From an optimization exercise on the open Yosys and OpenROAD flow, aimed at small area, a short achievable clock period and few clock cycles per item; shortcuts taken in it are not production practice.
RTL that was checked went through simulation tests only; none was proved equivalent to the original.

Setup of zinc:
==> flow/design.v (excerpt) <==
module aes256_cbc #(
  parameter [127:0] IV0 = 128'h0102030405060708090a0b0c0d0e0f10
) (
  input  wire         clk,
  input  wire         rst,         
  input  wire         in_valid,
  output wire         in_ready,
  input  wire [1:0]   in_op,
  input  wire         in_first,
  input  wire [127:0] in_data,
  input  wire [255:0] in_key,
  output wire         out_valid,
  input  wire         out_ready,
  output wire [127:0] out_data,
  output wire [1:0]   out_err
);
  localparam [1:0] OP_KEXP = 2'd0, OP_ENC = 2'd1, OP_DEC = 2'd2, OP_ILL = 2'd3;
  localparam [1:0] E_NONE = 2'd0, E_ILLEGAL = 2'd1, E_NOKEY = 2'd2;
  reg         busy;           
  reg [1:0]   err;            
  reg [3:0]   rnd;            
  reg         aesv;           
  reg         ovalid;
  reg [127:0] obuf;           
  reg [1:0]   oerr;
  reg [127:0] state;
  reg [127:0] chain;          
  reg [127:0] mask;           
  reg [255:0] k0;             
  reg [255:0] kn;             
  reg         kn_pending;     
  reg [255:0] w;              
  reg  enc, dec, kexp;        
  wire is_enc  = enc;
  wire is_dec  = dec;
  wire is_kexp = kexp;
  reg         parked;         
  wire at_end  = busy && !parked &&
                 (is_enc ? (rnd == 4'd14) : is_dec ? (rnd == 4'd0) : 1'b1);
  wire done    = at_end || (busy && parked);
  wire fin     = done && (!ovalid || out_ready);
  wire park    = at_end && !fin;
  assign in_ready  = !ovalid && (!busy || done) && !(in_op == OP_DEC && kn_pending);
  assign out_valid = ovalid;
  assign out_data  = obuf;
  assign out_err   = oerr;
  wire accept = in_valid && in_ready;
  wire last_e = is_enc && rnd == 4'd14;
  wire [127:0] wa   = w[255:128];
  wire [127:0] rkey = w[127:0];       
  wire [127:0] sb;
  wire [127:0] ka;
  genvar g;
  generate
    for (g = 0; g < 16; g = g + 1) begin : g_sbox
      localparam integer I = 15 - g;                        
      localparam integer J = I % 4 + 4 * ((I / 4 + I % 4) % 4);
      localparam integer JE = I % 4 + 4 * ((I / 4 + 4 - I % 4) % 4);   
      aes_sbox_k u_sb (.a(state[8*g +: 8]),
  ...
export LEC_CHECK = 0
export CAP_MARGIN = 30
export CORE_MARGIN = 2
export CORE_UTILIZATION = 45
export CTS_BUF_LIST = sky130_fd_sc_hd__clkbuf_8
export PLACE_DENSITY = 0.65
export SETUP_SLACK_MARGIN = 4.75
export SLEW_MARGIN = 35
export SYNTH_HIERARCHICAL = 1
export SYNTH_MINIMUM_KEEP_SIZE = 0
create_clock -name core_clock -period 11.0 [get_ports {clk}]
standard.sh (not shown) runs the stock make flow with config.mk's settings and CLKGATE_MAP_FILE= SYNTH_SCRIPT=/design/flow/synth_recipe.tcl, a recipe that flattens the netlist after the stock synthesis.
==> flow/flow/run.sh <==
#!/bin/bash
# The standard layout (the standard.sh, ORFS synthesis to final), with one change: the port
# buffers that global placement inserts are the smallest buffer cell instead of ORFS's default
# pick (a 4-stage delay buffer). Every port still gets its buffer.
set -euo pipefail
bash standard.sh 'BUFFER_PORTS_ARGS=-buffer_cell sky130_fd_sc_hd__buf_1' finish > standard_flow.log 2>&1
In summary, zinc completed successfully, with a layout that passed the timing, design-rule and antenna checks.
Testbench counts of zinc, summed over its fixed seeds: cycles 11,896, items 842.
[inputs] garnet vs zinc
Settings: SETUP_SLACK_MARGIN now 4.5, was 4.75; PLACE_DENSITY now 0.6, was 0.65.
--- outcome ---
- Re fraction of met1 tracks used by global routing: zinc was higher than garnet.
- | time the final worst path needs with I/O delays and setup | garnet vs zinc | 0.24 ns higher |
- Of garnet and zinc, the lower met2 wire length belongs to zinc.
- | tightest hold margin | garnet vs zinc | ≈ equal |
- garnet and zinc ended up with roughly the same multi-input combinational gate total.
- Lower final cycle utilization of the critical path goes to zinc over garnet.
- Register-to-register slack delta for garnet relative to zinc: 0.24 ns lower
Setup changes, garnet to fjord
Settings: a change of SETUP_SLACK_MARGIN from 4.5 to 5.
Notes after the runs:
- Both conditions hold for fjord: the flow ran to the end and the final layout passed the timing, design-rule and antenna checks.
- NOTE number of clock buffers inserted by TritonCTS garnet->fjord increased slightly
- Number of global-route vias before repair, garnet and fjord: lower on garnet
- Number of gates on the worst path with buffers counted, garnet and fjord, lower one = fjord.
Input changes introduced in quartz (baseline for comparison: fjord):
Settings: CAP_MARGIN: 30 -> 25; SLEW_MARGIN: 35 -> 25; SETUP_SLACK_MARGIN: 5 -> 4.75.
Findings:
- The run showing the greater final cell count without fillers is fjord.
- fjord → quartz: fmax saw a decrease.
- What quartz reported for post-cts resize count has to be multiplied by 1.6 to get the figure for fjord.
[inputs] indigo vs quartz
Settings: SLEW_MARGIN changed from 25 to 35; CAP_MARGIN changed from 25 to 30.
==> run notes <==
- Looking at indigo and quartz, the delay of the slowest cell on the worst path is a wash.
- indigo did not stop at any stage, and its layout met the timing, design-rule and antenna checks.
- Final cycle utilization of the critical path: higher on quartz
- Against quartz, indigo comes in 2 higher on number of diodes.
- indigo and quartz ended up with nearly the same via count.
- When the final numbers for indigo and quartz were put side by side, the slew at the pin closest to its max-slew limit turned out to be smaller in indigo.


## run a
Another version of the RTL of aes256_cbc (not shown whole).
Size: roughly 11000 cells after synthesis, about 1300 flip-flops.
// aes256_cbc
module aes256_cbc #(
  parameter [127:0] IV0 = 128'h0102030405060708090a0b0c0d0e0f10
) (
  input  wire         clk,
  input  wire         rst,         
  input  wire         in_valid,
  output wire         in_ready,
  input  wire [1:0]   in_op,
  input  wire         in_first,
  input  wire [127:0] in_data,
  input  wire [255:0] in_key,
  output wire         out_valid,
  input  wire         out_ready,
  output wire [127:0] out_data,
  output wire [1:0]   out_err
);
Settings: LEC_CHECK=0, CAP_MARGIN=30, CORE_MARGIN=2, CORE_UTILIZATION=45, CTS_BUF_LIST=sky130_fd_sc_hd__clkbuf_8, PLACE_DENSITY=0.6, SETUP_SLACK_MARGIN=4.5, SLEW_MARGIN=35, SYNTH_HIERARCHICAL=1, SYNTH_MINIMUM_KEEP_SIZE=0; clock period 11.0 ns.
run.sh (not shown) runs the stock make flow with config.mk's settings and CLKGATE_MAP_FILE= SYNTH_SCRIPT=/design/flow/synth_recipe.tcl, a recipe that flattens the netlist after the stock synthesis.
Stock flow here: none of the scripts above is used.
Here is what was changed in the inputs of run b compared with run a.
--- a/flow/config.mk
+++ b/flow/config.mk
@@ -12,3 +12,3 @@
 export PLACE_DENSITY = 0.6
-export SETUP_SLACK_MARGIN = 4.5
+export SETUP_SLACK_MARGIN = 5
 export SLEW_MARGIN = 35
Results
The cell area in run b sits about 6% above the value recorded for run a.
Setup slack in run b is larger than in run a.
Run b vs run a: growth of design area from synthesis to finish up in run b
No run of this note included a check of the RTL's function; only the layout flow was run.

afterwards: timing with drivers on the ports:
How much do the figures lean on ideal ports? The routed layouts below were timed once more, with nothing changed but the port constraints.
Step 1, drivers: a clkbuf_16 drives clk and a buf_2 each remaining input, both assumed.
Step 2 adds t to the input delays and takes it off the output delays; t is the mean of the earliest and latest rising clock arrival at the registers after step 1. Input paths then give back, and output paths get back, about the clock's delay inside the block.
a / b / c = no drivers / after step 1 / after step 2; a / b = the first two.
| run | t (ns) | slack for setup (ns) | cell pins on the clock port's net |
|---|---|---|---|
| zinc | 1.169 | 4.815 / 4.815 / 4.198 | 1 |
| garnet | 1.135 | 4.571 / 4.571 / 4.366 | 1 |
| fjord | 1.175 | 5.000 / 4.959 / 3.784 | 1 |
| quartz | 1.149 | 4.861 / 4.861 / 4.183 | 1 |
| indigo | 1.157 | 4.936 / 4.936 / 4.169 | 1 |
| run a | 1.170 | 4.624 / 4.563 / 4.003 | 1 |
| run b | 1.150 | 5.031 / 5.031 / 4.156 | 1 |
After both steps setup and hold are still met in every run listed. The setup slack of fjord, which loses most, moves by -0.041 ns with the drivers and by -1.216 ns with both steps.
